Background: an optimization exercise with open tools, aiming at small area, a short achievable clock period and few clock cycles per item. Do not read the settings as production practice.
Function was checked by simulation only, so behaviour that the tests miss may differ from the original.
Power and IR drop assume default switching activity.

File: flow/config.mk
export PLATFORM = sky130hd
export DESIGN_NAME = pfb_unit
export DESIGN_NICKNAME = pfb_unit
export VERILOG_FILES = /design/flow/design.v
export SDC_FILE = /design/flow/constraint.sdc
export NUM_CORES = 4
export LEC_CHECK = 0
export CAP_MARGIN = 20
export CORE_MARGIN = 2
export CORE_UTILIZATION = 40
export SLEW_MARGIN = 20
File: flow/run.sh
#!/bin/bash
# synth_recipe.tcl (not shown) runs the flow's synth.tcl, then flattens the netlist and writes it again
# the make line also repeats each setting of config.mk as NAME=value (left out here)
make -C /OpenROAD-flow-scripts/flow DESIGN_CONFIG=/design/flow/config.mk WORK_HOME=/design/flow/orfs CLKGATE_MAP_FILE= SYNTH_SCRIPT=/design/flow/synth_recipe.tcl finish
File: flow/design.v
module pfb_unit (
    input  wire         clk,
    input  wire         rst,
    input  wire         in_valid,
    output wire         in_ready,
    input  wire [1:0]   in_op,
    input  wire [2:0]   in_q,
    input  wire [7:0]   in_start,
    input  wire [7:0]   in_end,
    input  wire [5:0]   in_len,
    input  wire [63:0]  in_value,
    input  wire [255:0] in_buf,
    output wire         out_valid,
    output wire [255:0] out_buf,
    output wire [63:0]  out_value,
    output wire [31:0]  out_crc,
    output wire [3:0]   out_status
);
    localparam OP_PACK   = 2'd0;
    localparam OP_UNPACK = 2'd1;
    localparam OP_CRC    = 2'd2;
    localparam OP_NOP    = 2'd3;
    localparam ST_OK            = 4'h0;
    localparam ST_INVALID_RANGE = 4'h1;
    localparam ST_RANGE_EXCEED  = 4'h2;
    localparam ST_BAD_LENGTH    = 4'h8;
    localparam ST_BUF_BOUNDS    = 4'h9;
    localparam S_IDLE = 2'd0;
    localparam S_BOX  = 2'd1;
    localparam S_CRC  = 2'd2;
    localparam S_DONE = 2'd3;
    localparam BUF_BYTES = 32;
    reg [1:0]   state;
    reg [1:0]   op_r;
    reg [2:0]   q_r;
    reg [7:0]   start_r;
    reg [7:0]   end_r;
    reg [5:0]   len_r;
    reg [63:0]  value_r;
    reg [255:0] buf_r;
    reg [31:0]  crc_r;
    reg [3:0]   status_r;
    reg [4:0]   box_r;      
    reg [4:0]   idx_r;      
    wire [8:0] width = {1'b0, in_start} - {1'b0, in_end} + 9'd1;
    wire       quirk_words = in_q[1] | in_q[2];
    wire [63:0] fit_limit  = 64'd1 << width[5:0];
    reg [3:0] chk_status;
    always @(*) begin
        chk_status = ST_OK;
        case (in_op)
            OP_PACK, OP_UNPACK: begin
                if (in_start < in_end)
                    chk_status = ST_INVALID_RANGE;
                else if (width > 9'd64)
                    chk_status = ST_RANGE_EXCEED;
                else if (in_op == OP_PACK && width < 9'd64 && in_value >= fit_limit)
                    chk_status = ST_RANGE_EXCEED;
                else if (quirk_words && in_len[1:0] != 2'b00)
                    chk_status = ST_BAD_LENGTH;
                else if ({1'b0, in_start} >= {in_len, 3'b000})
                    chk_status = ST_BUF_BOUNDS;
                else if (in_len > BUF_BYTES)
                    chk_status = ST_BUF_BOUNDS;
            end
            OP_CRC: begin
                if (in_len[1:0] != 2'b00)
                    chk_status = ST_BAD_LENGTH;
                else if (in_len > BUF_BYTES)
                    chk_status = ST_BUF_BOUNDS;
            end
            default: chk_status = ST_OK;
        endcase
    end
    wire [4:0] first_box = start_r[7:3];
    wire [4:0] last_box  = end_r[7:3];
    wire [2:0] bs = (box_r == first_box) ? start_r[2:0] : 3'd7;
    wire [2:0] be = (box_r == last_box)  ? end_r[2:0]   : 3'd0;
    wire [7:0] pe = (box_r == last_box) ? 8'd0 : ({box_r, 3'b000} - end_r);
    wire [5:0] a0 = len_r - {1'b0, box_r} - 6'd1;
    wire [5:0] a1 = q_r[1] ? {a0[5:2], ~a0[1:0]} : a0;
    wire [5:0] a2 = q_r[2] ? {(len_r[5:2] - a1[5:2] - 4'd1), a1[1:0]} : a1;
    wire [4:0] addr = a2[4:0];
    function [7:0] rev8;
        input [7:0] b;
        integer i;
        begin
            for (i = 0; i < 8; i = i + 1)
                rev8[i] = b[7 - i];
        end
    endfunction
    wire [7:0] mask_l = (8'hFF << be) & (8'hFF >> (3'd7 - bs));
    wire [7:0] field  = value_r >> pe;
    wire [7:0] bits_l = (field << be) & mask_l;
    wire [7:0] mask_p = q_r[0] ? rev8(mask_l) : mask_l;
    wire [7:0] bits_p = q_r[0] ? rev8(bits_l) : bits_l;
    wire [7:0] cur_byte  = buf_r[addr*8 +: 8];
    wire [7:0] new_byte  = (cur_byte & ~mask_p) | bits_p;
    wire [7:0] log_byte  = q_r[0] ? rev8(cur_byte) : cur_byte;
    wire [7:0] got_bits  = (log_byte & mask_l) >> be;
    wire [63:0] got_val  = {56'd0, got_bits} << pe;
    wire [4:0] crc_addr = {idx_r[4:2], ~idx_r[1:0]};
    wire [7:0] crc_byte = buf_r[crc_addr*8 +: 8];
    reg [31:0] crc_next;
    integer k;
    always @(*) begin
        crc_next = crc_r ^ {24'd0, crc_byte};
        for (k = 0; k < 8; k = k + 1)
            crc_next = crc_next[0] ? ((crc_next >> 1) ^ 32'hEDB88320) : (crc_next >> 1);
    end
    always @(posedge clk) begin
        if (rst) begin
            state <= S_IDLE;
        end else begin
            case (state)
                S_IDLE: begin
                    if (in_valid) begin
                        op_r     <= in_op;
                        q_r      <= in_q;
                        start_r  <= in_start;
                        end_r    <= in_end;
                        len_r    <= in_len;
                        buf_r    <= in_buf;
                        status_r <= chk_status;
                        box_r    <= in_start[7:3];
                        idx_r    <= 5'd0;
                        crc_r    <= 32'hFFFFFFFF;
                        if (chk_status == ST_OK && in_op == OP_UNPACK)
                            value_r <= 64'd0;
                        else
                            value_r <= in_value;
                        if (chk_status != ST_OK || in_op == OP_NOP)
                            state <= S_DONE;
                        else if (in_op == OP_CRC)
                            state <= (in_len == 6'd0) ? S_DONE : S_CRC;
                        else
                            state <= S_BOX;
                    end
                end
                S_BOX: begin
                    if (op_r == OP_PACK)
                        buf_r[addr*8 +: 8] <= new_byte;
                    else
                        value_r <= value_r | got_val;
                    box_r <= box_r - 5'd1;
                    if (box_r == last_box)
                        state <= S_DONE;
                end
                S_CRC: begin
                    crc_r <= crc_next;
                    idx_r <= idx_r + 5'd1;
                    if ({1'b0, idx_r} == len_r - 6'd1)
                        state <= S_DONE;
                end
                S_DONE: begin
                    state <= S_IDLE;
                end
                default: state <= S_IDLE;
            endcase
        end
    end
    assign in_ready   = (state == S_IDLE);
    assign out_valid  = (state == S_DONE);
    assign out_buf    = buf_r;
    assign out_value  = value_r;
    assign out_crc    = (op_r == OP_CRC && status_r == ST_OK) ? ~crc_r : 32'd0;
    assign out_status = status_r;
endmodule
File: flow/constraint.sdc
create_clock -name core_clock -period 10.0 [get_ports {clk}]
set_input_delay 2.0000 -clock core_clock [delete_from_list [all_inputs] [get_ports {clk}]]
set_output_delay 2.0000 -clock core_clock [all_outputs]
set_load 0.01 [all_outputs]
==> run notes <==
* Cell breakdown of the critical path: clkdlybuf4s50_1 -> inv_1 -> ha_1 -> inv_1 -> ha_1 -> fa_1 -> nor2b_1 -> and3_1 -> nand2_1 -> ha_1 -> and4_1 -> nand3_1 -> or3_1 -> nor4_1 -> nand2_1 -> o41a_1 -> o211a_1 -> a31oi_2 -> buf_4 -> a22oi_1 -> o21ai_0
* CP delay by family, top: simple AND/OR/NAND/NOR gates
* GRT Total Usage at 38.1%
* Worst Setup Start Kind: primary input
* Detailed Place HPWL at 132000 um
* GRT overflow at 0
* Crit-path max cell delay at 0.74 ns
* Worst Path Arrival at 8.27 ns
* Max transition margin at 13.3%
* Post-synth EDFFs at 392
* ANT nets after route at 0
* Synth-to-layout area growth at 27.9%
* Main flop type after synthesis: edfxtp_1
* Post_cts resized at 0
* Max Fanout on Critical Path at 14
* Worst VDD drop at 0.388 mV
* Slew Viols, Final at 0
* Initial Utilization at 40.4%
* Die footprint at 88300 um^2
* CTS clk-pin slew, worst paths at 0.06 ns
* Setup repair bufs after CTS at 0
* Hold Path Stages at 2
* Vias at 35500
* Crit path kind: primary input to register
* Critical path depth at 21
* Post-CTS Hold Buffers at 0
* Root Buffer: clkbuf_16
* Seq/Total Area, Yosys at 34.4%
* Crit path capture type: register
* Drt drc at 0
* Final min period at 7.81 ns
* Bufs on Longest Clock Path at 3
* Inserted Clock Buffers at 49
* Largest net degree at the start of global routing at 164
* Horiz. Die Dim at 297 um
* Iteration count of the initial detailed-routing pass at 7
* GPL Wtd Cong at 0.992
* Final setup fails at 0
* DRT iter0 DRCs at 5879
* Num Clock Sinks at 394
* Final #Nets at 4358
* Clock Power Share at 11.2%
* Status: no timing/DRC/antenna violations
* Setup TNS at 0 ns
* Post-synthesis cell type count at 102
* Number of global-route vias before repair at 33000
* Ys async rst share at 0%
* Number of synthesized register bits at 394
* Synth Net Count at 3804
* Initial antenna violation count at 8
* Hold Vio Cnt, Final at 0
* RSZ-0062 raised after global routing: no
* Core Area at 85100 um^2
* Fraction of layout instances using a drive strength above 1 at 11.2%
* Routed len/inst at 34.5 um
* CTS tree: done
* First-pass GRT wire length at 249000 um
* Hold WS at 0.535 ns
* Max Clock Skew at 0.0549 ns
* Cell area after synthesis at 34400 um^2
* Mean Syn Cell Area at 10.3 um^2
* PD cells at 387 nW/um^2
* Fill cell count at 7879
* DRT Wirelength at 175000 um
* Leakage at 0.0151 uW
* Fin crit share at 78.1%
* Crit-path most repeated cell: ha_1
* CTS H-Tree Depth at 2
* Cell count after synthesis at 3340
* # Max-Cap Violations at 0
* IO buf count at 706
* Worst-Margin Slew at 1.30 ns
* Synthesis Warnings at 1
* Hold Crit Class: register to register
* WP data required at 10.46 ns
* Seq pwr share at 22.2%
* CP bufs+invs at 4
* Int Pwr at 8120 uW
* Die Ht at 297 um
* Switch Pwr at 8890 uW
* Slowest CP cell: nor2b_1
* R2R depth at 16
* Vias per cell at 6.98
* Max Fclk at 128 MHz
* I/O pin count at 708
* Comb power frac at 66.6%
* Skew-Pair Late Insertion Delay at 0.65 ns
* Count of standard-cell rows at 107
* Switching share of power at 52.3%
==> per-stage QoR <==
stage	total power (uW)	area, um^2	util (%)	setup WS, ns	cells
2_1_floorplan	10300	34400	-	1.22	3340
3_3_place_gp	14600	42200	49.5	1.67	4985
3_5_place_dp	14700	42200	49.6	1.61	4987
4_1_cts	16600	43900	51.6	2.27	5077
5_1_grt	17500	44000	51.6	1.77	5085
6_report	17000	44000	51.6	2.19	5087
==> cell usage after synthesis (7+ instances only) <==
cell	count	area, um^2
o21a_1	31	233
edfxtp_1	392	11800
a31oi_1	66	413
o21ai_0	141	706
nor3_1	99	495
buf_6	32	360
buf_2	58	290
inv_1	64	240
a22o_1	22	193
nand2b_1	13	81.3
a21oi_1	138	691
nand2_1	260	976
and2_1	23	144
o211a_1	19	190
nor2b_1	13	81.3
and3_1	33	206
a22oi_1	174	1310
xnor2_1	65	569
mux4_2	209	4710
mux2i_1	106	1060
a211oi_1	46	345
o211ai_1	18	135
a221oi_1	61	534
o221ai_1	21	184
nor2_1	238	893
buf_4	24	180
a21o_1	40	300
a2111oi_0	12	105
or3_1	17	106
clkbuf_1	157	589
nand3_1	141	706
xor2_1	42	368
a21boi_0	10	75.1
o21bai_1	7	52.6
o22ai_1	8	50.1
nor4_1	17	106
o21ai_1	93	465
a221o_1	113	1130
o31a_1	10	87.6
nand4_1	25	156
ha_1	108	1350
a211o_1	10	87.6
o31ai_1	16	120
buf_1	14	52.6
==> sequential cells by signal, summed over array words and instances, names as in the netlist <==
signal and flops:
box_r 5, buf_r 256, crc_r 32, end_r 8
idx_r 5, len_r 6, op_r 2, q_r 3
start_r 8, state 2, status_r 3, value_r 64
==> final cells by class <==
| cell class | count | area [um^2] | share of cell area (%) |
|---|---|---|---|
| Clock buffer | 58 | 1270 | 2.89 |
| Tap cell | 1144 | 1430 | 3.26 |
| Antenna cell | 10 | 25.0 | 0.0569 |
| Multi-Input combinational cell | 2597 | 21000 | 47.8 |
| Timing Repair Buffer | 788 | 7760 | 17.7 |
| Inverter | 64 | 248 | 0.564 |
| Clock inverter | 32 | 414 | 0.942 |
| Sequential cell | 394 | 11800 | 26.9 |
==> layer usage <==
layer | wire (um) | vias to the layer above | track usage [%]
met5 | 0 | - | 0
met4 | 10600 | 0 | 19.1
met3 | 23000 | 523 | 10.8
met2 | 75300 | 2854 | 56.2
met1 | 66500 | 17500 | 51.2
li1 | - | 14600 | -
==> worst register-to-register path: stages, from the launching register on <==
cell and delay, ns:
edfxtp_1 0.48, ha_1 0.52, and4_1 0.43, nand2_2 0.46, o31a_1 0.66, nand2_2 0.57
buf_4 0.39, a22oi_1 0.51, a21oi_1 0.16, a211oi_1 0.85, a211oi_2 0.24, o21ai_0 0.32
a211oi_2 0.12, a31oi_4 0.91, buf_4 0.44, nor3_1 0.12, a221o_1 0.27
==> power by group through the flow <==
stage                     Clock [uW]  Sequential (uW)  Combinational [uW]
after floorplan                    0             3440                6880
after global placement             0             3710               10900
after detailed placement           0             3720               10900
after CTS                       1920             3690               11000
after global routing            1980             3780               11800
final                           1910             3770               11300
==> cell families after synthesis <==
| logic type | Yosys count | share of synthesized area (%) |
|---|---|---|
| AO/OA/AOI/OAI | 1137 | 24.2 |
| XOR/XNOR | 108 | 2.77 |
| adder cells (fa/ha/maj) | 114 | 4.28 |
| AND/OR/NAND/NOR | 917 | 12.5 |
| buffers and inverters | 349 | 4.98 |
| multiplexers | 320 | 16.9 |
| flip-flops | 394 | 34.4 |
| other | 1 | 0.0109 |
==> worst paths after layout <==
check,startpoint,endpoint,slack (ns)
max,in_start[1],value_r[9]$_DFFE_PP_,2.19
min,state[0]$_SDFFE_PP0P_,state[0]$_SDFFE_PP0P_,0.53
max reg2reg,box_r[0]$_DFFE_PP_,buf_r[117]$_DFFE_PP_,2.29
min reg2reg,state[0]$_SDFFE_PP0P_,state[0]$_SDFFE_PP0P_,0.53
==> placed cells by master (no fill, tap or decap), drive strengths merged, types with 19 or more instances in the layout <==
cell	n
a221oi	62
a31oi	68
xor2	42
inv	66
edfxtp	392
and2	25
a211oi	48
nand2	266
mux4	209
mux2i	106
and3	33
a22o	22
o21a	31
nand3	142
nor3	100
o21ai	235
o211ai	20
nor2	240
xnor2	66
clkinv	21
clkdlybuf4s50	706
o221ai	21
clkbuf	58
a21oi	142
o211a	19
a21o	40
a221o	113
buf	82
ha	108
a22oi	177
nand4	26
Testbench counts, summed over its fixed seeds: cycles 24,287, items 3,200.

[what the ideal ports hide]
The results above use ideal ports. As a check the final layout listed here was re-extracted and re-timed, cells and wires unchanged. Step 1: set_driving_cell puts a clkbuf_16 on clk and a buf_2 on each other input, an assumption about the parent block. Step 2, shift: input delay + t, output delay - t, t = (earliest + latest rising clock arrival at the registers) / 2. This alone moves slack from input paths to output paths. a / b / c = no drivers / after step 1 / after step 2; a / b = the first two.
t (ns): 0.690
slack for setup (ns): 2.194 / 2.241 / 1.551
clock arrival spread, ns: 0.056 / 0.056
slew at the worst register clock pin (ns): 0.07 / 0.07
worst slew at a driven data input, ns: 0.18
After both steps setup and hold are still met in this run. For this run, drivers alone change the setup slack by +0.047 ns; drivers and shift together by -0.643 ns.
